From an optimization exercise on the open Yosys and OpenROAD flow, aimed at a short achievable clock period and few clock cycles per item; shortcuts taken in it are not production practice.
The RTL was checked by simulation tests, not by an equivalence proof against the original design.
Power figures rest on the tool's default switching activity, not on a simulated workload.

[flow/design.v]
module mrct_decoder (
    input  wire        clk,
    input  wire        rst,
    input  wire        start,
    input  wire        kind,         
    input  wire [11:0] width,
    input  wire [11:0] height,
    input  wire [23:0] src_len,
    input  wire [23:0] dst_cap,
    output wire        src_re,
    output wire [23:0] src_addr,
    input  wire [7:0]  src_rdata,
    output wire        dst_re,
    output wire [23:0] dst_raddr,
    input  wire [7:0]  dst_rdata,
    output wire        dst_we,
    output wire [23:0] dst_waddr,
    output wire [7:0]  dst_wdata,
    output wire        busy,
    output reg         done,
    output reg         error,
    output reg  [3:0]  err_code,
    output reg  [23:0] src_pos,
    output reg  [23:0] dst_pos,
    output reg  [23:0] err_pos
);
    localparam [3:0] ERR_TRUNCATED   = 4'd1,
                     ERR_SRC_SHORT   = 4'd2,
                     ERR_PIXEL_OOB   = 4'd3,
                     ERR_SHIFT_PARAM = 4'd4,
                     ERR_CONFIG      = 4'd5;
    localparam P_IDLE  = 0,
               P_CFG0  = 1,
               P_MUL   = 2,
               P_CHK   = 3,
               P_FETCH = 4,
               P_W1    = 5,
               P_W2    = 6,
               P_C1    = 7,
               P_E1    = 8,
               P_E2    = 9,
               P_E3    = 10,
               P_E4    = 11,
               P_C2    = 12,
               P_UPD   = 13,
               P_END   = 14;
    localparam NPS = 15;
    localparam [1:0] SEL_SRC = 2'd0,    
                     SEL_MEM = 2'd1,    
                     SEL_F1  = 2'd2,    
                     SEL_F2  = 2'd3;    
    function [8:0] rcd(input [5:0] ki);
        case (ki)
            6'd0: rcd = {3'd0, -6'sd3};
            6'd1: rcd = {3'd0, -6'sd6};
            6'd2: rcd = {3'd0, -6'sd9};
            6'd3: rcd = {3'd0, -6'sd12};
            6'd4: rcd = {3'd0, -6'sd15};
            6'd5: rcd = {3'd0, -6'sd18};
            6'd6: rcd = {3'd1, 6'sd9};
            6'd7: rcd = {3'd1, 6'sd6};
            6'd8: rcd = {3'd1, 6'sd3};
            6'd9: rcd = {3'd1, 6'sd0};
            6'd10: rcd = {3'd1, -6'sd3};
            6'd11: rcd = {3'd1, -6'sd6};
            6'd12: rcd = {3'd1, -6'sd9};
            6'd13: rcd = {3'd2, 6'sd9};
            6'd14: rcd = {3'd2, 6'sd6};
            6'd15: rcd = {3'd2, 6'sd3};
            6'd16: rcd = {3'd2, 6'sd0};
            6'd17: rcd = {3'd2, -6'sd3};
            6'd18: rcd = {3'd2, -6'sd6};
            6'd19: rcd = {3'd2, -6'sd9};
            6'd20: rcd = {3'd3, 6'sd9};
            6'd21: rcd = {3'd3, 6'sd6};
            6'd22: rcd = {3'd3, 6'sd3};
            6'd23: rcd = {3'd3, 6'sd0};
            6'd24: rcd = {3'd3, -6'sd3};
            6'd25: rcd = {3'd3, -6'sd6};
            6'd26: rcd = {3'd3, -6'sd9};
            6'd27: rcd = {3'd4, 6'sd6};
            6'd28: rcd = {3'd4, 6'sd3};
            6'd29: rcd = {3'd4, 6'sd0};
            6'd30: rcd = {3'd4, -6'sd3};
            6'd31: rcd = {3'd4, -6'sd6};
            6'd32: rcd = {3'd0, -6'sd1};
            6'd33: rcd = {3'd0, -6'sd1};
            6'd34: rcd = {3'd0, -6'sd2};
            6'd35: rcd = {3'd0, -6'sd2};
            6'd36: rcd = {3'd0, -6'sd3};
            6'd37: rcd = {3'd0, -6'sd3};
            6'd38: rcd = {3'd0, -6'sd4};
            6'd39: rcd = {3'd0, -6'sd4};
            6'd40: rcd = {3'd1, 6'sd3};
            6'd41: rcd = {3'd1, 6'sd3};
            6'd42: rcd = {3'd1, 6'sd2};
            6'd43: rcd = {3'd1, 6'sd2};
            6'd44: rcd = {3'd1, 6'sd1};
            6'd45: rcd = {3'd1, 6'sd1};
            6'd46: rcd = {3'd1, 6'sd0};
            6'd47: rcd = {3'd1, 6'sd0};
            6'd48: rcd = {3'd1, -6'sd1};
            6'd49: rcd = {3'd1, -6'sd1};
            6'd50: rcd = {3'd1, -6'sd2};
            6'd51: rcd = {3'd1, -6'sd2};
            6'd52: rcd = {3'd1, -6'sd3};
            6'd53: rcd = {3'd1, -6'sd3};
            6'd54: rcd = {3'd2, 6'sd2};
            6'd55: rcd = {3'd2, 6'sd2};
            6'd56: rcd = {3'd2, 6'sd1};
            6'd57: rcd = {3'd2, 6'sd1};
            6'd58: rcd = {3'd2, 6'sd0};
            6'd59: rcd = {3'd2, 6'sd0};
            6'd60: rcd = {3'd2, -6'sd1};
            6'd61: rcd = {3'd2, -6'sd1};
            6'd62: rcd = {3'd2, -6'sd2};
            6'd63: rcd = {3'd2, -6'sd2};
            default: rcd = 9'd0;
        endcase
    endfunction
    reg  [NPS-1:0] ps;
    reg            busy_r;
    reg            idle_r;          
    assign busy = busy_r;
    reg         pal;
    reg  [23:0] jdc;
    reg  [11:0] mul_m;          
    reg  [13:0] tw1;            
    reg  [15:0] tw3;            
    reg  [2:0]  mcnt;
    reg  [15:0] mul_d;          
    reg         wz;             
    reg  [23:0] pp;             
    reg  [23:0] sleft;          
    reg         sl_nz;          
    reg  [25:0] rem_p;          
    reg  [23:0] dpos;           
    reg  [7:0]  cmd_r;
    reg         c_esc;          
    reg  [2:0]  c_row;          
    reg  [10:0] c_q0;           
    reg  [7:0]  e0_r, e1_r;
    reg  [17:0] c_nb;           
    reg         c_lit;
    reg  [15:0] c_rw;           
    reg  [24:0] c_u;            
    reg  [5:0]  c_dcol;         
    reg         e_oob, e_short, e_shift;
    reg  [25:0] nx_rem;
    reg  [23:0] nx_dpos, nx_pp, nx_sleft;
    reg         nx_slnz;
    reg         h_valid;
    reg         h_lit, h_final, h_one;
    reg  [1:0]  h_mode;
    reg  [17:0] h_nb;
    reg  [23:0] h_rptr;         
    reg  [23:0] h_lstart;       
    reg         be_has, be_lit, be_fin, be_last;
    reg  [1:0]  be_mode;
    reg  [17:0] be_cnt;         
    reg  [23:0] lp;             
    reg  [23:0] rp;             
    reg         i_valid, i_end;       
    reg  [1:0]  i_sel;
    reg         r_valid, r_end;       
    reg  [1:0]  r_sel;
    reg         src_re_r;
    reg  [23:0] src_addr_r;
    reg         dst_re_r;
    reg  [23:0] dst_raddr_r;
    reg         dst_we_r;
    reg  [23:0] dst_waddr_r;
    reg  [7:0]  wdata;          
    reg  [7:0]  h1, h2;         
    reg         w_end;
    assign src_re    = src_re_r;
    assign src_addr  = src_addr_r;
    assign dst_re    = dst_re_r;
    assign dst_raddr = dst_raddr_r;
    assign dst_we    = dst_we_r;
    assign dst_waddr = dst_waddr_r;
    assign dst_wdata = wdata;
    wire        k_lit  = !cmd_r[7];
    wire [2:0]  k_mask = pal ? 3'd7 : 3'd3;
    wire        k_esc  = c_esc;
    wire [2:0]  k_row  = c_row;
    wire [8:0]  a_rc   = rcd({pal, src_rdata[6:2]});
    wire        a_esc  = src_rdata[7] ? ((src_rdata[2:0] & k_mask) == k_mask) : (src_rdata[6:0] == 7'h7F);
    wire [7:0]  k_n    = k_lit ? ({1'b0, cmd_r[6:0]} + 8'd1)
                               : (pal ? ({5'd0, cmd_r[2:0]} + 8'd3) : ({6'd0, cmd_r[1:0]} + 8'd1));
    wire [9:0]  k_nb   = pal ? {2'b00, k_n} : ({2'b00, k_n} + {1'b0, k_n, 1'b0});
    wire [9:0]  k_dk   = k_lit ? (pal ? 10'd128 : 10'd384) : (pal ? 10'd10 : 10'd12);    
    reg  [15:0] k_rw;
    always @(*) begin
        case (k_row)
            3'd1:    k_rw = {2'd0, tw1};
            3'd2:    k_rw = {1'd0, tw1, 1'b0};
            3'd3:    k_rw = tw3;
            3'd4:    k_rw = {tw1, 2'b00};
            default: k_rw = 16'd0;
        endcase
    end
    wire [24:0] t_src   = c_u - {9'd0, c_rw};                  
    wire [26:0] t_rem   = {1'b0, rem_p} - {9'd0, c_nb};
    wire [24:0] t_sl    = {1'b0, sleft} - {7'd0, c_nb};
    wire        c_small = (c_rw[15:5] == 11'd0);
    wire [6:0]  c_ds    = {2'b00, c_rw[4:0]} - {c_dcol[5], c_dcol};
    wire        d_le0   = c_small && (c_ds[6] || (c_ds == 7'd0));
    wire        d_is1   = c_small && (c_ds == 7'd1);
    wire        d_is2   = c_small && (c_ds == 7'd2);
    wire [23:0] sl_new  = c_lit ? t_sl[23:0] : sleft;
    wire        u_err   = e_oob || e_short || e_shift;
    wire        uf_ok    = ps[P_UPD] && !u_err;
    wire        rd_fetch = uf_ok && !h_final && nx_slnz;
    wire        c1_ext   = ps[P_C1] && k_esc;
    wire        rd_ext0  = c1_ext && sl_nz;
    wire        rd_ext1  = ps[P_E1] && sl_nz;
    wire        p_rd     = rd_fetch || rd_ext0 || rd_ext1;
    wire [23:0] pp_p1    = pp + 24'd1;
    wire [23:0] sleft_m1 = sleft - 24'd1;
    wire [23:0] nxpp_p1  = nx_pp + 24'd1;
    wire [23:0] nxsl_m1  = nx_sleft - 24'd1;
    wire        hv        = h_valid || (ps[P_UPD] && !u_err);     
    wire        be_go     = be_has && !(be_lit && p_rd);            
    wire        take      = hv && (!be_has || (be_go && be_last));   
    wire        issue_now = be_go;
    wire        issue_lit = be_lit;
    wire [1:0]  issue_mode = be_mode;
    wire [23:0] lit_addr  = lp;
    wire [23:0] cpy_addr  = rp;
    wire        issue_fin = be_go && be_fin && be_last;
    wire [7:0]  w_new = (r_sel == SEL_SRC) ? src_rdata :
                        (r_sel == SEL_MEM) ? dst_rdata :
                        (r_sel == SEL_F1)  ? h1 : h2;
    wire        cfg_bad   = wz || (rem_p[25:24] != 2'b00) || ({2'b00, jdc} < rem_p);
    wire        cfg_trunc = pal ? !sl_nz : (sleft < 24'd3);
    wire        accept    = ps[P_IDLE] && start && idle_r;
    wire [15:0] mul_digit = (mul_m[11:10] == 2'd3) ? tw3 :
                            (mul_m[11:10] == 2'd2) ? {1'b0, tw1, 1'b0} :
                            (mul_m[11:10] == 2'd1) ? {2'b00, tw1} : 16'd0;
    wire        mul_last  = (mcnt == 3'd6);
    wire        end_ok    = !be_has && !h_valid;
    wire        c2_go = ps[P_C2] && !h_valid;
    wire [NPS-1:0] ps_nx;
    assign ps_nx[P_IDLE]  = (ps[P_IDLE] && !accept) || (ps[P_END] && end_ok) || (uf_ok && h_final);
    assign ps_nx[P_CFG0]  = accept;
    assign ps_nx[P_MUL]   = ps[P_CFG0] || (ps[P_MUL] && !mul_last);
    assign ps_nx[P_CHK]   = ps[P_MUL] && mul_last;
    assign ps_nx[P_FETCH] = 1'b0;
    assign ps_nx[P_W1]    = rd_fetch;
    assign ps_nx[P_W2]    = ps[P_W1];
    assign ps_nx[P_C1]    = ps[P_W2];
    assign ps_nx[P_E1]    = rd_ext0;
    assign ps_nx[P_E2]    = rd_ext1;
    assign ps_nx[P_E3]    = ps[P_E2];
    assign ps_nx[P_E4]    = ps[P_E3];
    assign ps_nx[P_C2]    = (ps[P_C1] && !k_esc) || ps[P_E4] || (ps[P_CHK] && !cfg_bad && !cfg_trunc) ||
                            (ps[P_C2] && h_valid);
    assign ps_nx[P_UPD]   = c2_go;
    assign ps_nx[P_END]   = (ps[P_CHK] && (cfg_bad || cfg_trunc)) ||
                            (uf_ok && !h_final && !nx_slnz) ||
                            (c1_ext && !sl_nz) || (ps[P_E1] && !sl_nz) ||
                            (ps[P_UPD] && u_err) || (ps[P_END] && !end_ok);
    always @(posedge clk) begin
        if (idle_r) begin
            pal   <= kind;
            jdc   <= dst_cap;
            mul_m <= height;
            tw1   <= {2'b00, width};
            sleft <= src_len;
        end else if (ps[P_UPD]) begin
            sleft <= rd_fetch ? nxsl_m1 : nx_sleft;
            sl_nz <= rd_fetch ? (nx_sleft != 24'd1) : nx_slnz;
        end else if (p_rd) begin
            sleft <= sleft_m1;
            sl_nz <= (sleft != 24'd1);
        end
        if (ps[P_CFG0])      pp <= 24'd0;
        else if (ps[P_UPD])  pp <= rd_fetch ? nxpp_p1 : nx_pp;
        else if (p_rd)       pp <= pp_p1;
        if (ps[P_W2]) begin
            cmd_r  <= src_rdata;
            c_esc  <= a_esc;
            c_row  <= a_rc[8:6];
            c_dcol <= a_rc[5:0];
        end
        if (ps[P_E3])
            c_q0 <= pal ? ({3'd0, e0_r} + {1'b0, k_dk}) : ({3'd0, e0_r} + {2'd0, e0_r, 1'b0} + {1'b0, k_dk});
        if (ps[P_E2]) e0_r  <= src_rdata;
        if (ps[P_E3]) e1_r  <= src_rdata;
        if (ps[P_CFG0]) begin
            tw1   <= pal ? tw1 : (tw1 + {tw1[12:0], 1'b0});
            tw3   <= pal ? ({2'b00, tw1} + {1'b0, tw1, 1'b0}) : ({2'b00, tw1} + {tw1[12:0], 3'b000});
            wz    <= (tw1 == 14'd0) || (mul_m == 12'd0);
            sl_nz <= (sleft != 24'd0);
            rem_p <= 26'd0;
            mul_d <= 16'd0;
            mcnt  <= 3'd0;
        end
        if (ps[P_MUL]) begin
            rem_p <= {rem_p[23:0], 2'b00} + {10'd0, mul_d};
            mul_d <= mul_digit;
            mul_m <= {mul_m[9:0], 2'b00};
            mcnt  <= mcnt + 3'd1;
        end
        if (ps[P_CHK]) begin
            c_lit <= 1'b1;
            c_nb  <= pal ? 18'd1 : 18'd3;
        end
        if (ps[P_C1]) begin
            c_lit  <= k_lit;
            c_nb   <= {8'd0, k_nb};
            c_rw   <= k_rw;
            c_u    <= {1'b0, dpos} + {{19{c_dcol[5]}}, c_dcol};
        end
        if (ps[P_E4])
            c_nb <= {7'd0, c_q0} + {2'b00, e1_r, 8'd0} + (pal ? 18'd0 : {1'b0, e1_r, 9'd0});
        begin
            e_oob    <= t_rem[26];
            e_short  <= c_lit && t_sl[24];
            e_shift  <= !c_lit && (d_le0 || t_src[24]);
            nx_rem   <= t_rem[25:0];
            nx_dpos  <= dpos + {6'd0, c_nb};
            nx_pp    <= c_lit ? pp + {6'd0, c_nb} : pp;
            nx_sleft <= sl_new;
            nx_slnz  <= c_lit ? (sleft != {6'd0, c_nb}) : sl_nz;
        end
        if (!h_valid) begin
            h_lit    <= c_lit;
            h_nb     <= c_nb;
            h_one    <= (c_nb == 18'd1);
            h_final  <= ({8'd0, c_nb} == rem_p);
            h_mode   <= c_lit ? SEL_SRC : d_is1 ? SEL_F1 : d_is2 ? SEL_F2 : SEL_MEM;
            h_rptr   <= t_src[23:0];
            h_lstart <= pp;
        end
        if (ps[P_UPD]) begin
            rem_p    <= nx_rem;
            if (!u_err) dpos <= nx_dpos;
        end
        if (take) begin
            be_cnt  <= h_nb;
            be_last <= h_one;
            lp      <= h_lstart;
            rp      <= h_rptr;
        end else if (be_go) begin
            be_cnt  <= be_cnt - 18'd1;
            be_last <= (be_cnt == 18'd2);
            lp      <= lp + 24'd1;
            rp      <= rp + 24'd1;
        end
        if (take) begin
            be_lit  <= h_lit;
            be_mode <= h_mode;
            be_fin  <= h_final;
        end
        src_addr_r  <= p_rd ? (ps[P_UPD] ? nx_pp : pp) : lit_addr;
        dst_raddr_r <= cpy_addr;
        i_sel       <= issue_mode;
        r_sel       <= i_sel;
        wdata <= w_new;
        if (r_valid) begin
            h1 <= w_new;
            h2 <= h1;
        end
        dst_waddr_r <= ps[P_CFG0] ? 24'd0 : dst_waddr_r + {23'd0, dst_we_r};
        if (rst) begin
            ps       <= {{(NPS-1){1'b0}}, 1'b1};
            busy_r   <= 1'b0;
            idle_r   <= 1'b1;
            done     <= 1'b0;
            error    <= 1'b0;
            err_code <= 4'd0;
            src_pos  <= 24'd0;
            dst_pos  <= 24'd0;
            err_pos  <= 24'd0;
            h_valid  <= 1'b0;
            be_has   <= 1'b0;
            i_valid  <= 1'b0;
            i_end    <= 1'b0;
            r_valid  <= 1'b0;
            r_end    <= 1'b0;
            src_re_r <= 1'b0;
            dst_re_r <= 1'b0;
            dst_we_r <= 1'b0;
            w_end    <= 1'b0;
        end else begin
            ps <= ps_nx;
            if (!idle_r) dst_pos <= dpos;
            if (ps[P_CFG0]) dpos <= 24'd0;
            if (ps[P_CHK]) begin
                src_pos <= 24'd0;
                err_pos <= 24'd0;
                if (cfg_bad)        err_code <= ERR_CONFIG;
                else if (cfg_trunc) err_code <= ERR_TRUNCATED;
            end
            if (uf_ok) begin
                src_pos <= nx_pp;
                err_pos <= h_final ? 24'd0 : nx_pp;
                if (!h_final && !nx_slnz) err_code <= ERR_TRUNCATED;
            end
            if ((c1_ext || ps[P_E1]) && !sl_nz) err_code <= ERR_TRUNCATED;
            if (ps[P_UPD] && u_err)
                err_code <= e_oob ? ERR_PIXEL_OOB : e_short ? ERR_SRC_SHORT : ERR_SHIFT_PARAM;
            h_valid <= hv && !take;
            if (take)       be_has <= 1'b1;
            else if (be_go) be_has <= !be_last;
            i_valid  <= issue_now;
            i_end    <= (ps[P_END] && end_ok) || issue_fin;
            src_re_r <= p_rd || (issue_now && issue_lit);
            dst_re_r <= issue_now && !issue_lit && (issue_mode == SEL_MEM);
            r_valid  <= i_valid;
            r_end    <= i_end;
            dst_we_r <= r_valid;
            w_end    <= r_end;
            if (accept) begin
                busy_r   <= 1'b1;
                idle_r   <= 1'b0;
                done     <= 1'b0;
                error    <= 1'b0;
                err_code <= 4'd0;
            end
            if (w_end) begin
                busy_r <= 1'b0;
                idle_r <= 1'b1;
                done   <= (err_code == 4'd0);
                error  <= (err_code != 4'd0);
            end
        end
    end
endmodule
[flow/flow/run.sh]
#!/bin/bash
set -euo pipefail
MARGIN=${MARGIN:-8.0}
bash standard.sh synth > synth.log 2>&1
bash standard.sh SETUP_SLACK_MARGIN=$MARGIN finish > layout.log 2>&1
[flow/standard.sh]
#!/bin/bash
# synth_recipe.tcl (not shown) runs the flow's synth.tcl, then flattens the netlist and writes it again
# the make line also repeats each setting of config.mk as NAME=value (left out here)
make -C /OpenROAD-flow-scripts/flow DESIGN_CONFIG=/design/flow/config.mk WORK_HOME=/design/flow/orfs CLKGATE_MAP_FILE= SYNTH_SCRIPT=/design/flow/synth_recipe.tcl "${@:-finish}"
[flow/config.mk]
export PLATFORM = sky130hd
export DESIGN_NAME = mrct_decoder
export DESIGN_NICKNAME = mrct_decoder
export VERILOG_FILES = /design/flow/design.v
export SDC_FILE = /design/flow/constraint.sdc
export NUM_CORES = 4
export LEC_CHECK = 0
export CAP_MARGIN = 20
export CORE_MARGIN = 2
export CORE_UTILIZATION = 55
export SLEW_MARGIN = 20
[flow/constraint.sdc]
create_clock -name core_clock -period 11.0 [get_ports {clk}]
set_input_delay 2.2000 -clock core_clock [delete_from_list [all_inputs] [get_ports {clk}]]
set_output_delay 2.2000 -clock core_clock [all_outputs]
set_load 0.01 [all_outputs]
==> results of run 1 <==
area by class of cell:
class	count	area (sq um)
fill	5636	23200
multi-input combinational	2843	20100
sequential	739	19000
timing repair buffer	446	4300
clock buffer	119	2330
tap	950	1190
inverter	174	699
clock inverter	35	320
timing repair inverter	2	20.0
stage by stage:
step	setup slack, ns	utilization (%)	power (mW)	hold slack (ns)
3_3_place_gp	6.17	60.0	4.03	0.315
2_1_floorplan	7.49	-	3.80	0.310
6_report	7.67	67.4	6.77	0.327
5_1_grt	7.64	67.4	7.04	0.332
3_5_place_dp	6.13	60.0	4.03	0.315
4_1_cts	7.65	65.8	6.77	0.330
worst paths after layout:
path,from,end,slack [ns],cells after the start
worst max register to register,c_dcol[5]$_DFFE_PP_,c_u[23]$_DFFE_PP_,8.01,11
worst max-delay path,err_code[2]$_SDFF_PP0_,err_code[2],7.67,1
worst min-delay path,i_sel[1]$_DFF_P_,r_sel[1]$_DFF_P_,0.33,0
worst min register to register,i_sel[1]$_DFF_P_,r_sel[1]$_DFF_P_,0.33,0
routing by layer:
layer,vias to the layer above,routed length (um)
met5,-,13
met2,904,48300
met1,14500,49300
met4,2,2960
li1,14800,-
met3,164,6100
kinds of logic (layout without fill, tap and decap cells):
kind of cell | count (synthesis) | count (layout) | share of synthesized area (%)
xor+xnor | 353 | 353 | 7.86
simple gates | 1245 | 1246 | 15.0
mux | 123 | 123 | 3.54
compound gates | 848 | 848 | 13.5
buf+inv | 340 | 776 | 3.30
flops | 739 | 739 | 47.8
fa+ha+maj | 273 | 273 | 9.07
timing repair:
item | 4_1_cts | 5_1_grt
cloned | 9 | 3
hold buffers | 0 | 0
resized for setup | 1006 | 143
endpoints found under the setup margin | 511 | 412
setup buffers | 97 | 63
pin swaps | 16 | 44
cell usage in the layout, fill, tap and decap left out, types with 50 or more instances in the layout:
| master | instances |
|---|---|
| nor3_1 | 67 |
| buf_6 | 127 |
| a22oi_1 | 50 |
| clkbuf_16 | 87 |
| o21ai_0 | 204 |
| nor2b_1 | 53 |
| a21oi_1 | 224 |
| dfxtp_1 | 213 |
| ha_1 | 236 |
| xnor2_1 | 205 |
| xor2_1 | 147 |
| clkdlybuf4s50_1 | 82 |
| mux2i_1 | 76 |
| nor2_1 | 360 |
| inv_1 | 160 |
| nand3_1 | 79 |
| a21o_1 | 71 |
| edfxtp_1 | 399 |
| buf_4 | 166 |
| dfxtp_2 | 107 |
| nand2_1 | 365 |
power by group through the flow:
stage	clock (mW)	combinational [mW]	sequential (mW)
6_report	2.71	0.892	3.17
5_1_grt	2.87	0.992	3.18
4_1_cts	2.76	0.849	3.17
3_5_place_dp	0	0.802	3.23
3_3_place_gp	0	0.796	3.23
2_1_floorplan	0	0.627	3.17
==> flow_metrics.env, run 1 <==
export IMPL_fin_nets=4653
export IMPL_relSlewSlack_pct=31.4
export IMPL_syn_to_final_growth_pct=21.9
export IMPL_dieArea_sq_um=73600
export IMPL_post_drt_via_cell_ratio=5.71
export IMPL_clock_fmax_ghz=0.300
export IMPL_drtAntennaViolNets=0
export IMPL_synth_edf_count=399
export IMPL_htree_levels=3
export IMPL_synth_fp_nets=4286
export IMPL_cp_required_ns=8.80
export IMPL_cts_clk_slew_worst_paths_ns=0.06
export IMPL_crit_type="register to output pin"
export IMPL_rsz0062_at_grt="true"
export IMPL_synth_common_cells="edfxtp_1 (399), nand2_1 (369), nor2_1 (367)"
export IMPL_met2_usage_pct=43.6
export IMPL_synth_top_cell_area_share_pct=30.5
export IMPL_clkPwrFrac_pct=40.0
export IMPL_seq_area_frac_synth_pct=47.8
export IMPL_drc=0
export IMPL_numPortBuffers=253
export IMPL_fin_crit_sh_pct=30.3
export IMPL_die_h_um=271
export IMPL_end_kind="output pin"
export IMPL_drtIter0Drc=2196
export IMPL_die_w_um=271
export IMPL_tritoncts="yes"
export IMPL_drv_slew=0
export IMPL_worst_slew_pin_slew_ns=1.03
export IMPL_final_cells=5308
export IMPL_rows=98
export IMPL_use_met3_pct=3.66
export IMPL_p_per_area_nw_per_um2=141
export IMPL_crit_path_max_incr_delay_ns=0.39
export IMPL_cp_slowest_cell="dfxtp_4"
export IMPL_synth_cell_types=83
export IMPL_yosys_area_top_type="edfxtp_1"
export IMPL_vias=30300
export IMPL_synth_area_per_cell_sq_um=10.0
export IMPL_finalInstanceArea_sq_um=47900
export IMPL_synth_ff_type="edfxtp_1"
export IMPL_wl_um=107000
export IMPL_clkLatencyLatePin_ns=0.64
export IMPL_timing_final_crit_period_ns=3.33
export IMPL_dp_cells=4982
export IMPL_synth_seq_cells=739
export IMPL_gr_max_usage_layer="met2"
export IMPL_run_status="timing/DRC/antenna clean"
export IMPL_cts_root_buf="clkbuf_16"
export IMPL_synth_cell_area_sq_um=39300
export IMPL_antenna_found_initial=3
export IMPL_clock_sinks=739
export IMPL_grt_pass1_vias=28400
export IMPL_grt_usage_pct=28.0
export IMPL_p_sw_mw=1.75
export IMPL_syn_instance_count=3921
export IMPL_p_leak_nw=19.2
export IMPL_first_pass_iters=5
export IMPL_cts_inserted_buffers=82
export IMPL_yosysMostFrequentCell="edfxtp_1"
export IMPL_dpl_hpwl_um=71600
export IMPL_p_int_mw=5.02
export IMPL_grt_first_pass_wirelength_um=162000
export IMPL_coreArea_sq_um=71100
export IMPL_overflow=0
export IMPL_grt_max_degree=81
export IMPL_crit_path_cell_trace="buf_6"
export IMPL_gp_congestion=0.878
export IMPL_finClkSkew_ns=0.0228
export IMPL_vdd_drop_max_mv=0.147
export IMPL_worstHoldPathType="register to register"
export IMPL_start_util_pct=55.3
export IMPL_cp_arrival_ns=1.13
export IMPL_maxCapViolCount=0
export IMPL_placed_cell_area_sq_um=42700
export IMPL_swShare_pct=25.8
export IMPL_setup_viol=0
export IMPL_post_drt_wl_per_cell_um=20.1
export IMPL_drive_gt1_share_pct=19.1
export IMPL_async_flop_share_pct=0
export IMPL_p_comb_share_pct=13.2
export IMPL_largest_registers="nx_rem x26, rem_p x26, c_u x25"
export IMPL_cp_max_fo=2
export IMPL_setup_tns_ns=0
export IMPL_grt_use_met1_pct=40.8
export IMPL_yosys_top_cells_area="edfxtp_1 (30%), dfxtp_1 (17%), ha_1 (8.1%)"
export IMPL_antenna_cells=0
export IMPL_finalHoldViolCount=0
export IMPL_yosys_warnings=1
export IMPL_cts_buffer_depth=3
export IMPL_ios=254
export IMPL_seq_power_share_pct=46.8
export IMPL_setup_worst_path_start_class="register"
export IMPL_cpLargestDelayFamily="flip-flops"
export IMPL_cp_num_buf_inv=1
Testbench counts, summed over its fixed seeds: cycles 378,078, bytes 374,011.
==> run 2: changes to the inputs <==
--- a/flow/config.mk
+++ b/flow/config.mk
@@ -7,5 +7,5 @@
 export LEC_CHECK = 0
 export CAP_MARGIN = 20
 export CORE_MARGIN = 2
-export CORE_UTILIZATION = 55
+export CORE_UTILIZATION = 65
 export SLEW_MARGIN = 20
==> flow_metrics.env, run 2 <==
export IMPL_htree_levels=3
export IMPL_grt_max_degree=81
export IMPL_synth_area_per_cell_sq_um=10.0
export IMPL_drc=0
export IMPL_dieArea_sq_um=62500
export IMPL_dp_cells=4811
export IMPL_crit_path_cell_trace="buf_6"
export IMPL_clock_fmax_ghz=0.300
export IMPL_cpLargestDelayFamily="flip-flops"
export IMPL_cp_num_buf_inv=1
export IMPL_antenna_cells=0
export IMPL_gp_congestion=0.934
export IMPL_fin_crit_sh_pct=30.3
export IMPL_start_util_pct=65.4
export IMPL_ios=254
export IMPL_run_status="timing/DRC/antenna clean"
export IMPL_p_per_area_nw_per_um2=141
export IMPL_relSlewSlack_pct=31.9
export IMPL_crit_type="register to output pin"
export IMPL_yosys_top_cells_area="edfxtp_1 (30%), dfxtp_1 (17%), ha_1 (8.1%)"
export IMPL_setup_tns_ns=0
export IMPL_synth_seq_cells=739
export IMPL_clock_sinks=739
export IMPL_drv_slew=0
export IMPL_p_leak_nw=19.4
export IMPL_grt_usage_pct=34.2
export IMPL_finalHoldViolCount=0
export IMPL_vdd_drop_max_mv=0.146
export IMPL_layout_common_cells="edfxtp_1 (399), nand2_1 (364), nor2_1 (359)"
export IMPL_maxCapViolCount=0
export IMPL_cts_root_buf="clkbuf_16"
export IMPL_placed_cell_area_sq_um=42500
export IMPL_overflow=0
export IMPL_rows=90
export IMPL_r2r_setup_slack_ns=7.89
export IMPL_cp_max_fo=2
export IMPL_worstHoldPathType="register to register"
export IMPL_cp_required_ns=8.80
export IMPL_first_pass_iters=6
export IMPL_final_cells=5159
export IMPL_post_drt_via_cell_ratio=6.22
export IMPL_holdWs_ns=0.346
export IMPL_drtAntennaViolNets=0
export IMPL_crit_path_max_incr_delay_ns=0.38
export IMPL_fin_ws_ns=7.67
export IMPL_grt_pass1_vias=31100
export IMPL_synth_fp_nets=4286
export IMPL_cp_arrival_ns=1.13
export IMPL_synth_cell_area_sq_um=39300
export IMPL_yosysMostFrequentCell="edfxtp_1"
export IMPL_cts_inserted_buffers=79
export IMPL_dpl_hpwl_um=73100
export IMPL_synth_common_cells="edfxtp_1 (399), nand2_1 (369), nor2_1 (367)"
export IMPL_synth_ff_type="edfxtp_1"
export IMPL_numPortBuffers=253
export IMPL_rsz0062_at_grt="true"
export IMPL_drtIter0Drc=3079
export IMPL_post_route_util_pct=80.0
export IMPL_timing_final_crit_period_ns=3.33
export IMPL_synth_cell_types=83
export IMPL_cp_slowest_cell="dfxtp_4"
export IMPL_post_drt_wl_per_cell_um=21.8
export IMPL_yosys_area_top_type="edfxtp_1"
export IMPL_design_power_total_mw=6.79
export IMPL_tritoncts="yes"
export IMPL_final_common_cell="edfxtp_1"
export IMPL_cts_buffer_depth=3
export IMPL_wl_um=112000
export IMPL_syn_to_final_growth_pct=22.4
export IMPL_synth_top_cell_area_share_pct=30.5
export IMPL_grt_first_pass_wirelength_um=170000
export IMPL_cts_clk_slew_worst_paths_ns=0.06
export IMPL_synth_edf_count=399
export IMPL_antenna_found_initial=3
export IMPL_async_flop_share_pct=0
export IMPL_die_h_um=250
export IMPL_worst_slew_pin_slew_ns=1.02
export IMPL_die_w_um=250
export IMPL_setup_worst_path_start_class="register"
export IMPL_fin_nets=4676
export IMPL_clkLatencyLatePin_ns=0.64
export IMPL_seq_area_frac_synth_pct=47.8
export IMPL_syn_instance_count=3921
export IMPL_largest_registers="nx_rem x26, rem_p x26, c_u x25"
export IMPL_drive_gt1_share_pct=20.5
export IMPL_coreArea_sq_um=60100
export IMPL_setup_viol=0
export IMPL_pre_cts_ws_ns=6.15
export IMPL_finalInstanceArea_sq_um=48100
export IMPL_yosys_warnings=1
export IMPL_end_kind="output pin"
export IMPL_finClkSkew_ns=0.0208
export IMPL_vias=32100
[run 2: cell counts after synthesis]
Identical to the previous run, type by type.
[run 2: where the power goes]
group | switching, mW | internal, mW | leakage, nW
sequential | 0.137 | 3.04 | 6.74
clock | 1.13 | 1.55 | 1.28
combinational | 0.504 | 0.428 | 11.4
total | 1.77 | 5.01 | 19.4
[run 2: worst paths after layout]
path,start,end,depth (start not counted)
min reg2reg,i_sel[0]$_DFF_P_,r_sel[0]$_DFF_P_,0
max reg2reg,c_dcol[5]$_DFFE_PP_,c_u[23]$_DFFE_PP_,11
max,err_code[2]$_SDFF_PP0_,err_code[2],1
min,i_sel[0]$_DFF_P_,r_sel[0]$_DFF_P_,0
[run 2: final cells by class]
cell class,count,area [sq um]
Multi-Input combinational cell,2842,20200
Fill cell,3662,12000
Sequential cell,739,19000
Timing Repair Buffer,473,4610
Clock buffer,109,2230
Clock inverter,38,372
Tap cell,782,978
Timing Repair inverter,2,20.0
Inverter,174,702
[run 2: metal layers]
metal	vias to the layer above	wire length, um	global-route usage (%)
li1	14800	-	-
met4	4	5330	15.0
met2	1565	52900	55.6
met3	332	8840	5.49
met5	-	20	0
met1	15400	45200	45.6
[run 2: logic make-up after synthesis]
family	Yosys count	synth area share, %
AND/OR/NAND/NOR	1245	15.0
AO/OA/AOI/OAI	848	13.5
flip-flops	739	47.8
XOR/XNOR	353	7.86
buffers and inverters	340	3.30
adder cells (fa/ha/maj)	273	9.07
multiplexers	123	3.54
[run 2: what timing repair did]
| action | in CTS | in global routing |
|---|---|---|
| hold buffers | 0 | 0 |
| buffers inserted | 114 | 77 |
| resized for setup | 1038 | 176 |
| setup endpoints to repair | 468 | 393 |
| cloned | 7 | 3 |
| pin swaps | 25 | 75 |
==> run 3: changes to the inputs <==
--- a/flow/config.mk
+++ b/flow/config.mk
@@ -7,5 +7,5 @@
 export LEC_CHECK = 0
 export CAP_MARGIN = 20
 export CORE_MARGIN = 2
-export CORE_UTILIZATION = 65
+export CORE_UTILIZATION = 72
 export SLEW_MARGIN = 20
==> flow_metrics.env, run 3 <==
export IMPL_post_route_util_pct=88.3
export IMPL_p_sw_mw=1.75
export IMPL_p_per_area_nw_per_um2=143
export IMPL_vdd_drop_max_mv=0.143
export IMPL_cts_inserted_buffers=76
export IMPL_cp_num_buf_inv=1
export IMPL_synth_seq_cells=739
export IMPL_gp_congestion=0.935
export IMPL_wl_um=116000
export IMPL_dp_cells=4723
export IMPL_die_h_um=238
export IMPL_cts_hold_repair_buffers=0
export IMPL_p_leak_nw=19.3
export IMPL_cp_required_ns=8.80
export IMPL_grt_first_pass_wirelength_um=169000
export IMPL_clkLatencyLatePin_ns=0.63
export IMPL_coreArea_sq_um=53900
export IMPL_grt_max_degree=81
export IMPL_crit_type="register to output pin"
export IMPL_yosysMostFrequentCell="edfxtp_1"
export IMPL_cp_arrival_ns=1.11
export IMPL_p_comb_share_pct=13.3
export IMPL_post_drt_wl_per_cell_um=22.9
export IMPL_grt_usage_pct=38.1
export IMPL_post_drt_via_cell_ratio=6.50
export IMPL_p_int_mw=5.04
export IMPL_worstHoldPathType="register to register"
export IMPL_largest_registers="nx_rem x26, rem_p x26, c_u x25"
export IMPL_cts_root_buf="clkbuf_16"
export IMPL_clock_sinks=739
export IMPL_die_w_um=238
export IMPL_dieArea_sq_um=56500
export IMPL_synth_edf_count=399
export IMPL_reg2reg_from="c_dcol[5]$_DFFE_PP_"
export IMPL_drtIter0Drc=4181
export IMPL_tritoncts="yes"
export IMPL_fin_crit_sh_pct=30.1
export IMPL_fin_ws_ns=7.69
export IMPL_yosys_top_cells_area="edfxtp_1 (30%), dfxtp_1 (17%), ha_1 (8.1%)"
export IMPL_setup_worst_path_start_class="register"
export IMPL_synth_common_cells="edfxtp_1 (399), nand2_1 (369), nor2_1 (367)"
export IMPL_design_power_total_mw=6.80
export IMPL_clkPwrFrac_pct=40.0
export IMPL_htree_levels=3
export IMPL_layout_common_cells="edfxtp_1 (399), nand2_1 (363), nor2_1 (361)"
export IMPL_syn_instance_count=3921
export IMPL_seq_area_frac_synth_pct=47.8
export IMPL_fin_nets=4653
export IMPL_cpLargestDelayFamily="flip-flops"
export IMPL_run_status="timing/DRC/antenna clean"
export IMPL_antenna_found_initial=0
export IMPL_dpl_hpwl_um=70700
export IMPL_syn_to_final_growth_pct=21.1
export IMPL_cp_slowest_cell="dfxtp_4"
export IMPL_cts_buffer_depth=3
export IMPL_synth_area_per_cell_sq_um=10.0
export IMPL_crit_path_cell_trace="buf_6"
export IMPL_timing_final_crit_period_ns=3.31
export IMPL_relSlewSlack_pct=29.7
export IMPL_first_pass_iters=6
export IMPL_fill_cells=2567
export IMPL_maxCapViolCount=0
export IMPL_drive_gt1_share_pct=20.1
export IMPL_synth_cell_types=83
export IMPL_ios=254
export IMPL_rows=85
export IMPL_cts_clk_slew_worst_paths_ns=0.07
export IMPL_synth_top_cell_area_share_pct=30.5
export IMPL_setup_viol=0
export IMPL_crit_path_start="dst_re_r$_SDFF_PP0_"
export IMPL_seq_power_share_pct=46.7
export IMPL_rsz0062_at_grt="true"
export IMPL_min_from="i_sel[1]$_DFF_P_"
export IMPL_numPortBuffers=253
export IMPL_finalHoldViolCount=0
export IMPL_final_common_cell="edfxtp_1"
export IMPL_final_cells=5046
export IMPL_grt_pass1_vias=30700
export IMPL_swShare_pct=25.8
export IMPL_overflow=0
export IMPL_synth_cell_area_sq_um=39300
export IMPL_pre_cts_ws_ns=6.17
export IMPL_clock_fmax_ghz=0.302
export IMPL_synth_fp_nets=4286
export IMPL_start_util_pct=72.9
export IMPL_async_flop_share_pct=0
export IMPL_crit_path_max_incr_delay_ns=0.37
export IMPL_yosys_area_top_type="edfxtp_1"
export IMPL_setup_tns_ns=0
export IMPL_drc=0
export IMPL_cp_max_fo=1
export IMPL_yosys_warnings=1
export IMPL_finClkSkew_ns=0.0175
export IMPL_vias=32800
export IMPL_end_kind="output pin"
export IMPL_worst_slew_pin_slew_ns=1.05
export IMPL_drtAntennaViolNets=0
export IMPL_drv_slew=0
export IMPL_synth_ff_type="edfxtp_1"
==> run 3: cells by family after synthesis <==
family | share of synthesized area (%)
simple gates | 15.0
compound gates | 13.5
flops | 47.8
xor+xnor | 7.86
buf+inv | 3.30
fa+ha+maj | 9.07
mux | 3.54
==> run 3: power groups by stage <==
stage               Clock [mW]  Sequential [mW]  Combinational, mW
global placement             0             3.23              0.776
floorplan                    0             3.17              0.627
finish                    2.72             3.18              0.902
global route              2.81             3.19              0.987
CTS                       2.70             3.17              0.837
detailed placement           0             3.23              0.798
==> run 3: path summary, 6_finish.rpt <==
kind | endpoint | slack [ns] | cells past startpoint
worst max-delay path | dst_re | 7.69 | 1
worst min-delay path | r_sel[1]$_DFF_P_ | 0.34 | 0
worst max register to register | c_u[21]$_DFFE_PP_ | 7.76 | 10
worst min register to register | r_sel[1]$_DFF_P_ | 0.34 | 0
==> run 3: timing repair <==
item / in CTS / in global routing
setup buffers: 97 / 77
gates cloned: 6 / 3
resized for setup: 1027 / 160
pin swaps: 15 / 66
endpoints found under the setup margin: 469 / 317
==> run 3: stage by stage <==
step	area, sq um	hold WS (ns)
after CTS	46300	0.341
after global routing	47600	0.348
after global placement	42300	0.327
final	47600	0.338
after detailed placement	42300	0.324
after floorplan	39500	0.310
==> run 3: cell type report <==
class	instances	area, sq um	share of cell area, %
inverter	174	686	1.44
timing repair inverter	2	17.5	0.0368
clock inverter	24	269	0.565
tap	696	871	1.83
antenna	1	2.50	0.00525
sequential	739	19000	39.9
timing repair buffer	453	4330	9.10
clock buffer	115	2350	4.93
multi-input combinational	2842	20100	42.2
==> run 3: per-layer routing <==
layer / wire length, um / global-route usage (%) / part of all wire [%] / vias up
met2: 54400 / 62.4 / 47 / 2068
met5: 0 / 0 / 0 / -
met4: 6840 / 17.6 / 5.9 / 0
li1: - / - / - / 14800
met1: 43300 / 50.1 / 37 / 15500
met3: 11200 / 5.97 / 9.7 / 453
==> run 4: changes to the inputs <==
--- a/flow/config.mk
+++ b/flow/config.mk
@@ -7,5 +7,6 @@
 export LEC_CHECK = 0
 export CAP_MARGIN = 20
 export CORE_MARGIN = 2
-export CORE_UTILIZATION = 72
+export CORE_UTILIZATION = 65
+export PLACE_DENSITY = 0.75
 export SLEW_MARGIN = 20
==> flow_metrics.env, run 4 <==
export IMPL_run_status="timing/DRC/antenna clean"
export IMPL_cp_required_ns=8.80
export IMPL_met2_usage_pct=59.7
export IMPL_drtAntennaViolNets=0
export IMPL_coreArea_sq_um=60100
export IMPL_cp_arrival_ns=1.13
export IMPL_fin_nets=4668
export IMPL_finClkSkew_ns=0.0195
export IMPL_async_flop_share_pct=0
export IMPL_seq_area_frac_synth_pct=47.8
export IMPL_cts_clk_slew_worst_paths_ns=0.06
export IMPL_dieArea_sq_um=62500
export IMPL_worstHoldPathType="register to register"
export IMPL_r2r_end="c_u[21]$_DFFE_PP_"
export IMPL_synth_seq_cells=739
export IMPL_rsz0062_at_grt="true"
export IMPL_crit_path_max_incr_delay_ns=0.37
export IMPL_synth_top_cell_area_share_pct=30.5
export IMPL_cpLargestDelayFamily="flip-flops"
export IMPL_crit_path_cell_trace="buf_6"
export IMPL_end_kind="output pin"
export IMPL_drive_gt1_share_pct=20.6
export IMPL_clock_fmax_ghz=0.300
export IMPL_overflow=0
export IMPL_first_pass_iters=12
export IMPL_grt_usage_pct=35.4
export IMPL_numPortBuffers=253
export IMPL_synth_fp_nets=4286
export IMPL_use_met3_pct=6.24
export IMPL_syn_instance_count=3921
export IMPL_placed_cell_area_sq_um=42500
export IMPL_drv_slew=0
export IMPL_design_power_total_mw=6.88
export IMPL_synth_cell_types=83
export IMPL_cts_inserted_buffers=79
export IMPL_cp_slowest_cell="dfxtp_4"
export IMPL_cts_hold_repair_buffers=0
export IMPL_crit_path_end="dst_raddr[0]"
export IMPL_gr_max_usage_layer="met2"
export IMPL_r2r_setup_slack_ns=7.90
export IMPL_layout_common_cells="edfxtp_1 (399), nand2_1 (365), nor2_1 (361)"
export IMPL_final_common_cell="edfxtp_1"
export IMPL_rr_worst_depth=9
export IMPL_drtIter0Drc=3102
export IMPL_ios=254
export IMPL_clkLatencyLatePin_ns=0.64
export IMPL_vias=32500
export IMPL_fin_ws_ns=7.67
export IMPL_synth_edf_count=399
export IMPL_dpl_hpwl_um=74200
export IMPL_clock_sinks=739
export IMPL_grt_max_degree=75
export IMPL_pre_cts_ws_ns=6.13
export IMPL_finalInstanceArea_sq_um=48200
export IMPL_grt_pass1_vias=31600
export IMPL_grt_first_pass_wirelength_um=174000
export IMPL_p_per_area_nw_per_um2=143
export IMPL_post_drt_via_cell_ratio=6.31
export IMPL_synth_ff_type="edfxtp_1"
export IMPL_largest_registers="nx_rem x26, rem_p x26, c_u x25"
export IMPL_die_h_um=250
export IMPL_setup_worst_path_start_class="register"
export IMPL_start_util_pct=65.4
export IMPL_synth_common_cells="edfxtp_1 (399), nand2_1 (369), nor2_1 (367)"
export IMPL_timing_final_crit_period_ns=3.33
export IMPL_synth_area_per_cell_sq_um=10.0
export IMPL_cts_buffer_depth=3
export IMPL_relSlewSlack_pct=28.6
export IMPL_setup_viol=0
export IMPL_yosysMostFrequentCell="edfxtp_1"
export IMPL_rows=90
export IMPL_yosys_area_top_type="edfxtp_1"
export IMPL_cp_num_buf_inv=1
export IMPL_p_leak_nw=19.4
export IMPL_synth_cell_area_sq_um=39300
export IMPL_gp_congestion=0.952
export IMPL_htree_levels=3
export IMPL_yosys_top_cells_area="edfxtp_1 (30%), dfxtp_1 (17%), ha_1 (8.1%)"
export IMPL_die_w_um=250
export IMPL_wl_um=117000
export IMPL_post_drt_wl_per_cell_um=22.6
export IMPL_reg2reg_from="c_dcol[5]$_DFFE_PP_"
export IMPL_dp_cells=4816
export IMPL_final_cells=5155
export IMPL_cts_root_buf="clkbuf_16"
export IMPL_tritoncts="yes"
export IMPL_grt_use_met1_pct=43.8
export IMPL_cp_max_fo=1
export IMPL_fin_crit_sh_pct=30.3
export IMPL_setup_tns_ns=0
export IMPL_drc=0
export IMPL_vdd_drop_max_mv=0.157
export IMPL_finalHoldViolCount=0
export IMPL_worst_slew_pin_slew_ns=1.07
export IMPL_yosys_warnings=1
export IMPL_maxCapViolCount=0
export IMPL_crit_type="register to output pin"
export IMPL_syn_to_final_growth_pct=22.6
export IMPL_crit_path_start="dst_raddr_r[0]$_DFF_P_"
export IMPL_antenna_found_initial=3
export IMPL_worstSetupPathDepth=1
[run 4: area by class of cell]
| type | count | area [sq um] |
|---|---|---|
| repair buffers | 467 | 4660 |
| inverters | 174 | 686 |
| fillers | 3665 | 11900 |
| multi-input cells | 2842 | 20100 |
| clock inverters | 41 | 509 |
| diodes | 3 | 7.51 |
| flip-flops and latches | 739 | 19000 |
| well taps | 782 | 978 |
| clock buffers | 107 | 2190 |
[run 4: power breakdown]
part / switching, mW / internal, mW
clock network: 1.16 / 1.63
registers: 0.136 / 3.04
logic: 0.507 / 0.421
[run 4: layer usage]
metal  share of wire, %  wire length, um
met5                  0                0
met4                5.8             6810
met3                8.2             9560
met2                 48            56100
met1                 38            44100
[run 4: cells by family after synthesis]
kind of cell	after synthesis	share of synthesized area (%)
AND/OR/NAND/NOR	1245	15.0
AO/OA/AOI/OAI	848	13.5
flip-flops	739	47.8
XOR/XNOR	353	7.86
buffers and inverters	340	3.30
adder cells (fa/ha/maj)	273	9.07
multiplexers	123	3.54
[run 4: worst min path at each step]
stage	cells after the start	start	end	slack [ns]
after floorplan	0	i_sel[0]$_DFF_P_	r_sel[0]$_DFF_P_	0.31
after global placement	0	rp[23]$_DFFE_PP_	dst_raddr_r[23]$_DFF_P_	0.39
after detailed placement	0	rp[23]$_DFFE_PP_	dst_raddr_r[23]$_DFF_P_	0.39
after CTS	0	i_sel[1]$_DFF_P_	r_sel[1]$_DFF_P_	0.40
after global routing	0	i_sel[1]$_DFF_P_	r_sel[1]$_DFF_P_	0.41
final	0	rp[23]$_DFFE_PP_	dst_raddr_r[23]$_DFF_P_	0.40
[run 4: metrics by stage]
stage / utilization [%] / hold WS [ns]
final: 80.2 / 0.403
after global routing: 80.2 / 0.405
after CTS: 78.0 / 0.401
after detailed placement: 70.7 / 0.390
after global placement: 70.7 / 0.393
after floorplan: - / 0.310
[run 4: timing repair]
item                                    4_1_cts  5_1_grt
setup buffers                               103       75
pin swaps                                    13       68
hold endpoints to repair                      0        0
resized for setup                          1059      180
endpoints found under the setup margin      528      407
cloned                                        8        2
==> run 5: changes to the inputs <==
--- a/flow/design.v
+++ b/flow/design.v
@@ -121,6 +121,8 @@
     reg  [NPS-1:0] ps;
     reg            busy_r;
     reg            idle_r;          
+    reg  [3:0]     ecode;           
+    reg  [23:0]    spos_h, epos_h;  
     assign busy = busy_r;
     reg         pal;
     reg  [23:0] jdc;
@@ -170,6 +172,7 @@
     reg  [23:0] dst_raddr_r;
     reg         dst_we_r;
     reg  [23:0] dst_waddr_r;
+    reg  [23:0] wptr;           
     reg  [7:0]  wdata;          
     reg  [7:0]  h1, h2;         
     reg         w_end;
@@ -363,17 +366,22 @@
             h1 <= w_new;
             h2 <= h1;
         end
-        dst_waddr_r <= ps[P_CFG0] ? 24'd0 : dst_waddr_r + {23'd0, dst_we_r};
+        dst_waddr_r <= wptr;
+        wptr        <= ps[P_CFG0] ? 24'd0 : wptr + {23'd0, r_valid};
+        err_code <= (rst || accept) ? 4'd0 : ecode;
+        src_pos  <= rst ? 24'd0 : spos_h;
+        err_pos  <= rst ? 24'd0 : epos_h;
+        dst_pos  <= rst ? 24'd0 : dpos;
         if (rst) begin
             ps       <= {{(NPS-1){1'b0}}, 1'b1};
             busy_r   <= 1'b0;
             idle_r   <= 1'b1;
             done     <= 1'b0;
             error    <= 1'b0;
-            err_code <= 4'd0;
-            src_pos  <= 24'd0;
-            dst_pos  <= 24'd0;
-            err_pos  <= 24'd0;
+            ecode <= 4'd0;
+            spos_h  <= 24'd0;
+            dpos     <= 24'd0;
+            epos_h  <= 24'd0;
             h_valid  <= 1'b0;
             be_has   <= 1'b0;
             i_valid  <= 1'b0;
@@ -386,22 +394,21 @@
             w_end    <= 1'b0;
         end else begin
             ps <= ps_nx;
-            if (!idle_r) dst_pos <= dpos;
             if (ps[P_CFG0]) dpos <= 24'd0;
             if (ps[P_CHK]) begin
-                src_pos <= 24'd0;
-                err_pos <= 24'd0;
-                if (cfg_bad)        err_code <= ERR_CONFIG;
-                else if (cfg_trunc) err_code <= ERR_TRUNCATED;
+                spos_h <= 24'd0;
+                epos_h <= 24'd0;
+                if (cfg_bad)        ecode <= ERR_CONFIG;
+                else if (cfg_trunc) ecode <= ERR_TRUNCATED;
             end
             if (uf_ok) begin
-                src_pos <= nx_pp;
-                err_pos <= h_final ? 24'd0 : nx_pp;
-                if (!h_final && !nx_slnz) err_code <= ERR_TRUNCATED;
+                spos_h <= nx_pp;
+                epos_h <= h_final ? 24'd0 : nx_pp;
+                if (!h_final && !nx_slnz) ecode <= ERR_TRUNCATED;
             end
-            if ((c1_ext || ps[P_E1]) && !sl_nz) err_code <= ERR_TRUNCATED;
+            if ((c1_ext || ps[P_E1]) && !sl_nz) ecode <= ERR_TRUNCATED;
             if (ps[P_UPD] && u_err)
-                err_code <= e_oob ? ERR_PIXEL_OOB : e_short ? ERR_SRC_SHORT : ERR_SHIFT_PARAM;
+                ecode <= e_oob ? ERR_PIXEL_OOB : e_short ? ERR_SRC_SHORT : ERR_SHIFT_PARAM;
             h_valid <= hv && !take;
             if (take)       be_has <= 1'b1;
             else if (be_go) be_has <= !be_last;
@@ -418,13 +425,13 @@
                 idle_r   <= 1'b0;
                 done     <= 1'b0;
                 error    <= 1'b0;
-                err_code <= 4'd0;
+                ecode <= 4'd0;
             end
             if (w_end) begin
                 busy_r <= 1'b0;
                 idle_r <= 1'b1;
-                done   <= (err_code == 4'd0);
-                error  <= (err_code != 4'd0);
+                done   <= (ecode == 4'd0);
+                error  <= (ecode != 4'd0);
             end
         end
     end
--- a/flow/config.mk
+++ b/flow/config.mk
@@ -8,5 +8,4 @@
 export CAP_MARGIN = 20
 export CORE_MARGIN = 2
 export CORE_UTILIZATION = 65
-export PLACE_DENSITY = 0.75
 export SLEW_MARGIN = 20
==> flow_metrics.env, run 5 <==
export IMPL_synth_cell_area_sq_um=41100
export IMPL_coreArea_sq_um=62700
export IMPL_synth_edf_count=399
export IMPL_htree_levels=3
export IMPL_die_w_um=255
export IMPL_ios=254
export IMPL_largest_registers="nx_rem x26, rem_p x26, c_u x25"
export IMPL_fin_ws_ns=7.68
export IMPL_drc=0
export IMPL_crit_path_cell_trace="buf_6"
export IMPL_synth_cell_types=92
export IMPL_post_drt_via_cell_ratio=6.05
export IMPL_setup_worst_path_start_class="register"
export IMPL_multi_input_area_sq_um=20300
export IMPL_dr_wl_met2_um=51500
export IMPL_p_per_area_nw_per_um2=146
export IMPL_crit_type="register to output pin"
export IMPL_clock_sinks=815
export IMPL_grt_max_degree=82
export IMPL_first_pass_iters=6
export IMPL_relSlewSlack_pct=27.3
export IMPL_clock_fmax_ghz=0.302
export IMPL_yosysMostFrequentCell="dfxtp_1"
export IMPL_cts_clk_slew_worst_paths_ns=0.06
export IMPL_min_path_cells=0
export IMPL_fin_crit_sh_pct=30.1
export IMPL_antenna_cells=0
export IMPL_post_route_util_pct=78.6
export IMPL_start_util_pct=65.5
export IMPL_wl_met3_um=6930
export IMPL_cts_inserted_buffers=83
export IMPL_synth_top_cell_area_share_pct=29.2
export IMPL_crit_path_max_incr_delay_ns=0.38
export IMPL_dpl_hpwl_um=70500
export IMPL_reg2reg_from="pal$_DFFE_PP_"
export IMPL_rows=92
export IMPL_post_drt_wl_per_cell_um=20.3
export IMPL_antenna_found_initial=2
export IMPL_cpLargestDelayFamily="flip-flops"
export IMPL_drt_met1_wl_um=44500
export IMPL_finalHoldViolCount=0
export IMPL_worstHoldPathType="register to register"
export IMPL_cts_root_buf="clkbuf_16"
export IMPL_yosys_area_top_type="edfxtp_1"
export IMPL_vdd_drop_max_mv=0.186
export IMPL_syn_to_final_growth_pct=20.0
export IMPL_setup_viol=0
export IMPL_gp_congestion=0.915
export IMPL_synth_area_per_cell_sq_um=10.3
export IMPL_maxCapViolCount=0
export IMPL_die_h_um=255
export IMPL_hold_path_end="r_sel[1]$_DFF_P_"
export IMPL_final_common_cell="nand2_1"
export IMPL_highest_layer="met5"
export IMPL_drtAntennaViolNets=0
export IMPL_p_leak_nw=19.6
export IMPL_tritoncts="yes"
export IMPL_ff_latch_area_sq_um=20500
export IMPL_cp_num_buf_inv=1
export IMPL_drv_slew=0
export IMPL_rsz0062_at_grt="true"
export IMPL_seq_area_frac_synth_pct=49.4
export IMPL_yosys_top_cells_area="edfxtp_1 (29%), dfxtp_1 (20%), ha_1 (7.7%)"
export IMPL_numPortBuffers=253
export IMPL_pre_cts_ws_ns=6.08
export IMPL_cp_max_fo=2
export IMPL_worst_slew_pin_slew_ns=1.08
export IMPL_overflow=0
export IMPL_cp_required_ns=8.80
export IMPL_synth_seq_cells=815
export IMPL_async_flop_share_pct=0
export IMPL_grt_pass1_vias=30700
export IMPL_r2r_end="c_nb[15]$_SDFFCE_PN0P_"
export IMPL_fill_cells=4122
export IMPL_vias=31900
export IMPL_clkLatencyLatePin_ns=0.64
export IMPL_timing_final_crit_period_ns=3.32
export IMPL_syn_instance_count=4002
export IMPL_synth_common_cells="dfxtp_1 (416), nand2_1 (410), edfxtp_1 (399)"
export IMPL_end_kind="output pin"
export IMPL_grt_usage_pct=31.6
export IMPL_min_from="i_sel[1]$_DFF_P_"
export IMPL_cts_buffer_depth=3
export IMPL_synth_ff_type="dfxtp_1"
export IMPL_r2r_setup_slack_ns=7.90
export IMPL_rr_worst_depth=15
export IMPL_layout_common_cells="nand2_1 (403), edfxtp_1 (399), dfxtp_1 (315)"
export IMPL_finClkSkew_ns=0.0175
export IMPL_dieArea_sq_um=65300
export IMPL_cp_arrival_ns=1.12
export IMPL_yosys_warnings=1
export IMPL_drive_gt1_share_pct=17.8
export IMPL_run_status="timing/DRC/antenna clean"
export IMPL_setup_tns_ns=0
export IMPL_synth_fp_nets=4367
export IMPL_drtIter0Drc=2944
export IMPL_cp_slowest_cell="dfxtp_4"
export IMPL_fin_nets=4729
export IMPL_wl_um=107000
export IMPL_grt_first_pass_wirelength_um=166000
-- run 5: worst max path at each step --
stage / start / to / slack [ns] / cells after the start
6_report: busy_r$_SDFFE_PP0P_ / busy / 7.68 / 1
3_3_place_gp: src_rdata[3] / c_dcol[0]$_DFFE_PP_ / 6.08 / 9
5_1_grt: dst_re_r$_SDFF_PP0_ / dst_re / 7.66 / 1
3_5_place_dp: src_rdata[3] / c_dcol[1]$_DFFE_PP_ / 6.08 / 8
2_1_floorplan: src_rdata[2] / c_dcol[1]$_DFFE_PP_ / 7.35 / 7
4_1_cts: dst_re_r$_SDFF_PP0_ / dst_re / 7.66 / 1
-- run 5: where the power goes --
group          switching [mW]  leakage, nW  internal [mW]  total (mW)
Sequential              0.116         7.32           3.29        3.41
Clock                    1.19         1.39           1.73        2.93
Combinational           0.468         10.9          0.391       0.859
-- run 5: repair_timing --
action,CTS,global route
hold buffers,0,0
gates cloned,4,1
gates resized for setup,893,229
pin swaps,27,73
endpoints found under the setup margin,504,393
hold endpoints to repair,0,0
setup buffers,78,60
-- run 5: per-stage QoR --
step / total power, mW / std cells / instance area, sq um / hold WS (ns)
after floorplan: 4.00 / 4002 / 41300 / 0.310
after global placement: 4.21 / 4981 / 44300 / 0.312
after detailed placement: 4.22 / 4982 / 44400 / 0.319
after CTS: 7.16 / 5220 / 47900 / 0.330
after global routing: 7.43 / 5281 / 49300 / 0.342
final: 7.19 / 5281 / 49300 / 0.330
-- run 5: layer usage --
layer	vias to the layer above	GRT usage [%]
li1	15100	-
met1	15400	42.3
met2	1165	52.4
met3	272	4.51
met4	2	11.5
met5	-	0
-- run 5: cell type report --
| type | instances | share of cell area, % |
|---|---|---|
| Inverter | 187 | 1.54 |
| Clock buffer | 124 | 5.02 |
| Clock inverter | 32 | 0.751 |
| Tap cell | 846 | 2.15 |
| Multi-Input combinational cell | 2857 | 41.2 |
| Timing Repair Buffer | 420 | 7.85 |
| Sequential cell | 815 | 41.5 |
-- run 5: cells by family after synthesis --
group                      after synthesis  share of synthesized area (%)
adders and majority gates              273                           8.68
buffers and inverters                  330                           3.19
AOI/OAI and AO/OA                      896                           14.1
muxes                                   90                           2.57
DFF                                    815                           49.4
and+or+nand+nor                       1260                           14.8
xor gates and xnor gates               338                           7.20
Testbench counts of run 5, summed over its fixed seeds: cycles 378,078, bytes 374,011.
==> run 6: changes to the inputs <==
--- a/flow/config.mk
+++ b/flow/config.mk
@@ -7,5 +7,5 @@
 export LEC_CHECK = 0
 export CAP_MARGIN = 20
 export CORE_MARGIN = 2
-export CORE_UTILIZATION = 65
+export CORE_UTILIZATION = 72
 export SLEW_MARGIN = 20
==> flow_metrics.env, run 6 <==
export IMPL_run_status="timing/DRC/antenna clean"
export IMPL_clock_sinks=815
export IMPL_cts_root_buf="clkbuf_16"
export IMPL_yosys_warnings=1
export IMPL_worst_slew_pin_slew_ns=1.08
export IMPL_grt_pass1_vias=31400
export IMPL_die_w_um=243
export IMPL_vias=33000
export IMPL_gp_congestion=0.933
export IMPL_synth_cell_types=92
export IMPL_timing_final_crit_period_ns=3.32
export IMPL_finClkSkew_ns=0.0203
export IMPL_setup_worst_path_start_class="register"
export IMPL_antenna_cells=0
export IMPL_grt_usage_pct=36.2
export IMPL_fin_nets=4701
export IMPL_cp_num_buf_inv=1
export IMPL_tritoncts="yes"
export IMPL_first_pass_iters=7
export IMPL_rows=87
export IMPL_seq_area_frac_synth_pct=49.4
export IMPL_synth_cell_area_sq_um=41100
export IMPL_drive_gt1_share_pct=17.3
export IMPL_cp_required_ns=8.80
export IMPL_rsz0062_at_grt="true"
export IMPL_dieArea_sq_um=59000
export IMPL_p_comb_share_pct=12.1
export IMPL_crit_path_max_incr_delay_ns=0.36
export IMPL_cp_max_fo=1
export IMPL_numPortBuffers=253
export IMPL_design_power_total_mw=7.14
export IMPL_drv_slew=0
export IMPL_dpl_hpwl_um=70800
export IMPL_maxCapViolCount=0
export IMPL_syn_instance_count=4002
export IMPL_grt_first_pass_wirelength_um=170000
export IMPL_wl_um=113000
export IMPL_yosysMostFrequentCell="dfxtp_1"
export IMPL_finalInstanceArea_sq_um=48900
export IMPL_drtIter0Drc=3553
export IMPL_cpLargestDelayFamily="flip-flops"
export IMPL_swShare_pct=25.6
export IMPL_synth_area_per_cell_sq_um=10.3
export IMPL_syn_to_final_growth_pct=19.0
export IMPL_htree_levels=3
export IMPL_p_sw_mw=1.83
export IMPL_yosys_top_cells_area="edfxtp_1 (29%), dfxtp_1 (20%), ha_1 (7.7%)"
export IMPL_setup_viol=0
export IMPL_setup_tns_ns=0
export IMPL_ios=254
export IMPL_largest_registers="nx_rem x26, rem_p x26, c_u x25"
export IMPL_clock_fmax_ghz=0.301
export IMPL_cts_buffer_depth=3
export IMPL_end_kind="output pin"
export IMPL_overflow=0
export IMPL_synth_seq_cells=815
export IMPL_placed_cell_area_sq_um=44200
export IMPL_finalHoldViolCount=0
export IMPL_p_int_mw=5.32
export IMPL_yosys_area_top_type="edfxtp_1"
export IMPL_grt_max_degree=82
export IMPL_die_h_um=243
export IMPL_post_drt_via_cell_ratio=6.39
export IMPL_cts_hold_repair_buffers=0
export IMPL_cp_slowest_cell="dfxtp_4"
export IMPL_fill_cells=2932
export IMPL_p_leak_nw=19.5
export IMPL_cts_inserted_buffers=83
export IMPL_fin_crit_sh_pct=30.2
export IMPL_layout_common_cells="nand2_1 (404), edfxtp_1 (399), dfxtp_1 (308)"
export IMPL_antenna_found_initial=0
export IMPL_crit_path_cell_trace="buf_6"
export IMPL_vdd_drop_max_mv=0.152
export IMPL_synth_common_cells="dfxtp_1 (416), nand2_1 (410), edfxtp_1 (399)"
export IMPL_synth_edf_count=399
export IMPL_worstHoldPathType="register to register"
export IMPL_synth_fp_nets=4367
export IMPL_relSlewSlack_pct=28.2
export IMPL_post_drt_wl_per_cell_um=21.9
export IMPL_drc=0
export IMPL_final_common_cell="nand2_1"
export IMPL_coreArea_sq_um=56400
export IMPL_synth_ff_type="dfxtp_1"
export IMPL_async_flop_share_pct=0
export IMPL_drtAntennaViolNets=0
export IMPL_cts_clk_slew_worst_paths_ns=0.06
export IMPL_seq_power_share_pct=47.8
export IMPL_clkPwrFrac_pct=40.1
export IMPL_p_per_area_nw_per_um2=146
export IMPL_cp_arrival_ns=1.12
export IMPL_start_util_pct=72.9
export IMPL_synth_top_cell_area_share_pct=29.2
export IMPL_clkLatencyLatePin_ns=0.65
export IMPL_post_route_util_pct=86.7
export IMPL_crit_type="register to output pin"
-- run 6: changes by cell type in the layout (fill, tap and decap cells not counted), moves of 4 or more --
cell,delta
dfxtp_2,+7
o21ai_1,-9
clkinv_1,-5
buf_4,-27
clkinv_4,+4
ha_4,-4
ha_1,+5
o21ai_0,+7
dfxtp_1,-7
clkinv_2,+5
buf_2,-4
-- run 6: routing by layer --
| layer | vias to the layer above | global-route usage [%] | share of wire, % |
|---|---|---|---|
| met5 | - | 0 | 0 |
| met4 | 0 | 17.3 | 5.5 |
| met3 | 420 | 6.23 | 9.1 |
| met2 | 1795 | 59.6 | 48 |
| met1 | 15700 | 46.8 | 38 |
| li1 | 15100 | - | - |
-- run 6: path summary, 6_finish.rpt --
| check | start | endpoint | slack, ns | depth (start not counted) |
|---|---|---|---|---|
| max | err_code[0]$_SDFF_PP0_ | err_code[0] | 7.68 | 1 |
| max reg2reg | cmd_r[2]$_DFFE_PP_ | c_nb[7]$_DFFE_PP_ | 7.84 | 10 |
| min reg2reg | i_sel[0]$_DFF_P_ | r_sel[0]$_DFF_P_ | 0.33 | 0 |
| min | i_sel[0]$_DFF_P_ | r_sel[0]$_DFF_P_ | 0.33 | 0 |
-- run 6: logic make-up after synthesis --
family          Yosys count  share of synthesized area, %
mux                      90                          2.57
buf+inv                 330                          3.19
simple gates           1260                          14.8
xor+xnor                338                          7.20
flops                   815                          49.4
fa+ha+maj               273                          8.68
compound gates          896                          14.1
-- run 6: timing repair --
| action | 4_1_cts | 5_1_grt |
|---|---|---|
| pin swaps | 17 | 67 |
| buffers inserted | 53 | 56 |
| cloned | 5 | 2 |
| gates resized for setup | 904 | 201 |
| setup endpoints to repair | 517 | 310 |
-- run 6: final cells by class --
class	count	area [sq um]	share of cell area, %
sequential	815	20500	41.9
multi-input combinational	2857	20200	41.4
timing repair buffer	392	3730	7.64
clock buffer	121	2430	4.97
tap	756	946	1.93
inverter	187	741	1.52
clock inverter	33	339	0.694
-- run 6: power by group through the flow --
stage	sequential (mW)	combinational, mW	clock [mW]
after CTS	3.41	0.796	2.86
after floorplan	3.43	0.576	0
after detailed placement	3.48	0.743	0
after global routing	3.42	0.935	3.00
after global placement	3.48	0.723	0
final	3.41	0.864	2.87
-- run 6: stage by stage --
step           setup WS (ns)  hold slack [ns]  instances
2_1_floorplan           7.35            0.310       4002
3_3_place_gp            6.10            0.317       4890
3_5_place_dp            6.09            0.313       4890
4_1_cts                 7.67            0.335       5102
5_1_grt                 7.65            0.346       5161
6_report                7.68            0.328       5161

==> static timing again, ports no longer ideal <==
In the flow no input, the clock included, has a driving cell. The finished layouts below were timed again as built, in two steps. Step 1, drivers: a clkbuf_16 drives clk and a buf_2 each remaining input, both assumed. Step 2 adds t to the input delays and takes it off the output delays; t is the mean of the earliest and latest rising clock arrival at the registers after step 1. Input paths then give back, and output paths get back, about the clock's delay inside the block. Three values: ideal, step 1, step 2; two values: the first two.
run | shift t [ns] | slack for setup (ns) | hold slack, ns | worst slew at a driven data input, ns
run 1 | 0.698 | 7.668 / 7.596 / 7.229 | 0.327 / 0.327 / 0.327 | 0.13
run 2 | 0.698 | 7.670 / 7.601 / 7.230 | 0.346 / 0.346 / 0.346 | 0.08
run 3 | 0.681 | 7.688 / 7.622 / 7.181 | 0.338 / 0.338 / 0.338 | 0.08
run 4 | 0.702 | 7.667 / 7.600 / 7.277 | 0.403 / 0.403 / 0.403 | 0.08
run 5 | 0.695 | 7.684 / 7.619 / 7.150 | 0.330 / 0.330 / 0.330 | 0.09
run 6 | 0.700 | 7.677 / 7.613 / 7.056 | 0.328 / 0.328 / 0.328 | 0.09
After both steps every run listed still meets setup and hold. The setup slack of run 6, which loses most, moves by -0.064 ns with the drivers and by -0.621 ns with both steps.
